From an optimization exercise on the open Yosys and OpenROAD flow, aimed at small area, a short achievable clock period and few clock cycles; shortcuts taken in it are not production practice. In this exercise RTL edits were held to simulation tests only and were not proved equivalent to the original.

==> flow/design.v (excerpt) <==
module cprq_core (
    input  wire         clk,
    input  wire         rst,             
    input  wire         cmd_valid,
    output reg          cmd_ready,
    input  wire [31:0]  cmd_hdr,
    input  wire [31:0]  cmd_addr,
    input  wire [31:0]  cmd_a,
    input  wire [31:0]  cmd_b,
    input  wire [31:0]  cmd_c,
    output reg          rsp_valid,
    input  wire         rsp_ready,
    output reg  [1:0]   rsp_status,
    output reg          rsp_f0v,
    output reg          rsp_f1v,
    output reg  [111:0] rsp_frame0,
    output wire [111:0] rsp_frame1,
    output reg          crc_req_valid,
    input  wire         crc_req_ready,
    output reg  [87:0]  crc_req_msg,
    input  wire         crc_rsp_valid,
    output reg          crc_rsp_ready,
    input  wire [23:0]  crc_rsp_val
);
Size in the first run: about 5600 cells after synthesis, roughly 520 flip-flops, about 510 I/O pins.
==> flow/config.mk <==
export PLATFORM = sky130hd
export DESIGN_NAME = cprq_core
export DESIGN_NICKNAME = cprq_core
export VERILOG_FILES = /design/flow/design.v
export SDC_FILE = /design/flow/constraint.sdc
export NUM_CORES = 4
export LEC_CHECK = 0
export CAP_MARGIN = 20
export CORE_MARGIN = 2
export CORE_UTILIZATION = 40
export SLEW_MARGIN = 20
==> flow/constraint.sdc <==
create_clock -name core_clock -period 34.0 [get_ports {clk}]
set_input_delay 6.8000 -clock core_clock [delete_from_list [all_inputs] [get_ports {clk}]]
set_output_delay 6.8000 -clock core_clock [all_outputs]
set_load 0.01 [all_outputs]
standard.sh (not shown) runs the stock make flow with config.mk's settings and CLKGATE_MAP_FILE= SYNTH_SCRIPT=/design/flow/synth_recipe.tcl, a recipe that flattens the netlist after the stock synthesis.
==> flow/flow/run.sh <==
#!/bin/bash
# Own layout flow: the standard flow (standard.sh) with
#  - synthesis through flow/synth.tcl: the standard flow's script, but ABC maps with an
#    area-recovering script at a realistic delay target; no full-adder
#    extraction and yosys's own carry-lookahead mapping (registers unchanged);
#  - timing repair aiming below the 34 ns constraint (SETUP_SLACK_MARGIN),
#    so that the achieved period is short. The SDC is the standard flow's, unchanged.
# Every tool's output goes to the ORFS logs under orfs/logs; make's own
# output goes to flow_make.log in this folder.
set -euo pipefail
W=$PWD
export FLOW_ABC_DELAY_PS=6000
bash standard.sh \
  SYNTH_SCRIPT=$W/flow/synth.tcl \
  ADDER_MAP_FILE= \
  SYNTH_OPERATIONS_ARGS=-nofsm \
  SETUP_SLACK_MARGIN=25.2 \
  finish > $W/flow_make.log 2>&1
==> flow/flow/synth.tcl <==
# The standard flow's synthesis script (synth_recipe.tcl) with one change: ABC maps with
# yosys's own area-recovering script at a realistic delay target instead of
# ORFS's fixed minimum-delay script. Registers are mapped before ABC, exactly
# as in the standard synthesis.
proc synth {args} { yosys synth -nofsm -noshare {*}$args }
proc abc {args} {
  set out {}
  set skip 0
  foreach a $args {
    if {$skip} { set skip 0; continue }
    if {$a eq "-script" || $a eq "-D"} { set skip 1; continue }
    lappend out $a
  }
  yosys abc {*}$out -D $::env(FLOW_ABC_DELAY_PS)
}
source $::env(SCRIPTS_DIR)/synth.tcl
# left out here: clear keep_hierarchy, flatten, clean up, hide names made inside functions, write 1_2_yosys.v
The starting point passed the timing, DRC and antenna checks.
Testbench counts at the start, summed over its fixed seeds: cycles 4,802.
Change:
--- a/flow/flow/run.sh
+++ b/flow/flow/run.sh
@@ -6,3 +6,6 @@
 #  - timing repair aiming below the 34 ns constraint (SETUP_SLACK_MARGIN),
-#    so that the achieved period is short. The SDC is the standard flow's, unchanged.
+#    so that the achieved period is short. The SDC is the standard flow's, unchanged;
+#  - every port still gets its buffer, but a plain buf_1 (BUFFER_PORTS_ARGS)
+#    instead of the delay cell buffer_ports picks by default;
+#  - clock tree built from clkbuf_4 and clkbuf_8 (CTS_BUF_LIST) instead of clkbuf_16.
 # Every tool's output goes to the ORFS logs under orfs/logs; make's own
@@ -16,3 +19,5 @@
   SYNTH_OPERATIONS_ARGS=-nofsm \
-  SETUP_SLACK_MARGIN=25.2 \
+  SETUP_SLACK_MARGIN=25.0 \
+  'CTS_BUF_LIST=sky130_fd_sc_hd__clkbuf_4 sky130_fd_sc_hd__clkbuf_8' \
+  'BUFFER_PORTS_ARGS=-buffer_cell sky130_fd_sc_hd__buf_1' \
   finish > $W/flow_make.log 2>&1
Outcome: Flip-flop and latch count stays the same; wire length decreases by a few percent; worst hold slack hardly moves; die area does not change.
Change:
--- a/flow/flow/run.sh
+++ b/flow/flow/run.sh
@@ -9,3 +9,3 @@
 #    instead of the delay cell buffer_ports picks by default;
-#  - clock tree built from clkbuf_4 and clkbuf_8 (CTS_BUF_LIST) instead of clkbuf_16.
+#  - larger clock-sink clusters (CTS_CLUSTER_SIZE), fewer clock buffers.
 # Every tool's output goes to the ORFS logs under orfs/logs; make's own
@@ -19,4 +19,4 @@
   SYNTH_OPERATIONS_ARGS=-nofsm \
-  SETUP_SLACK_MARGIN=25.0 \
-  'CTS_BUF_LIST=sky130_fd_sc_hd__clkbuf_4 sky130_fd_sc_hd__clkbuf_8' \
+  SETUP_SLACK_MARGIN=25.2 \
+  CTS_CLUSTER_SIZE=24 \
   'BUFFER_PORTS_ARGS=-buffer_cell sky130_fd_sc_hd__buf_1' \
Via count is about the same. Design area increases by a few percent. Hold slack gains 0.0047 ns. Die area does not change.
Change:
--- a/flow/flow/run.sh
+++ b/flow/flow/run.sh
@@ -9,3 +9,3 @@
 #    instead of the delay cell buffer_ports picks by default;
-#  - larger clock-sink clusters (CTS_CLUSTER_SIZE), fewer clock buffers.
+#  - clock tree built from clkbuf_8 (CTS_BUF_LIST) instead of clkbuf_16.
 # Every tool's output goes to the ORFS logs under orfs/logs; make's own
@@ -20,3 +20,3 @@
   SETUP_SLACK_MARGIN=25.2 \
-  CTS_CLUSTER_SIZE=24 \
+  CTS_BUF_LIST=sky130_fd_sc_hd__clkbuf_8 \
   'BUFFER_PORTS_ARGS=-buffer_cell sky130_fd_sc_hd__buf_1' \
=> Via count stays flat. Synthesized cell count stays the same. Maximum frequency climbs by 0.95%. Design area drops by about 1.3%. Global-route usage stays flat. Count of clock-buffer cells in the layout climbs by 32. Setup slack gets better by 0.085 ns.

## static timing again, ports no longer ideal
In the flow no input, the clock included, has a driving cell. The finished layouts below were timed again as built, in two steps. Step 1 sets driving cells, clkbuf_16 on the clock port and buf_2 on the other inputs (assumed; they add their load-dependent delay and slew). Step 2, shift: input delay + t, output delay - t, t = (earliest + latest rising clock arrival at the registers) / 2. This alone moves slack from input paths to output paths. Slacks: ideal ports / drivers / drivers and shift; pairs: ideal ports / drivers.
run | t (ns) | setup slack, ns | worst hold slack (ns)
the first run | 0.740 | 24.811 / 24.811 / 24.445 | 0.448 / 0.448 / 0.448
the second run | 0.814 | 25.023 / 25.023 / 24.276 | 0.447 / 0.447 / 0.447
the third run | 0.750 | 24.938 / 24.938 / 24.318 | 0.451 / 0.451 / 0.451
the fourth run | 0.870 | 25.023 / 25.023 / 24.391 | 0.449 / 0.449 / 0.449
After both steps setup and hold are still met in every run listed. The setup slack of the second run, which loses most, moves by 0.000 ns with the drivers and by -0.747 ns with both steps.
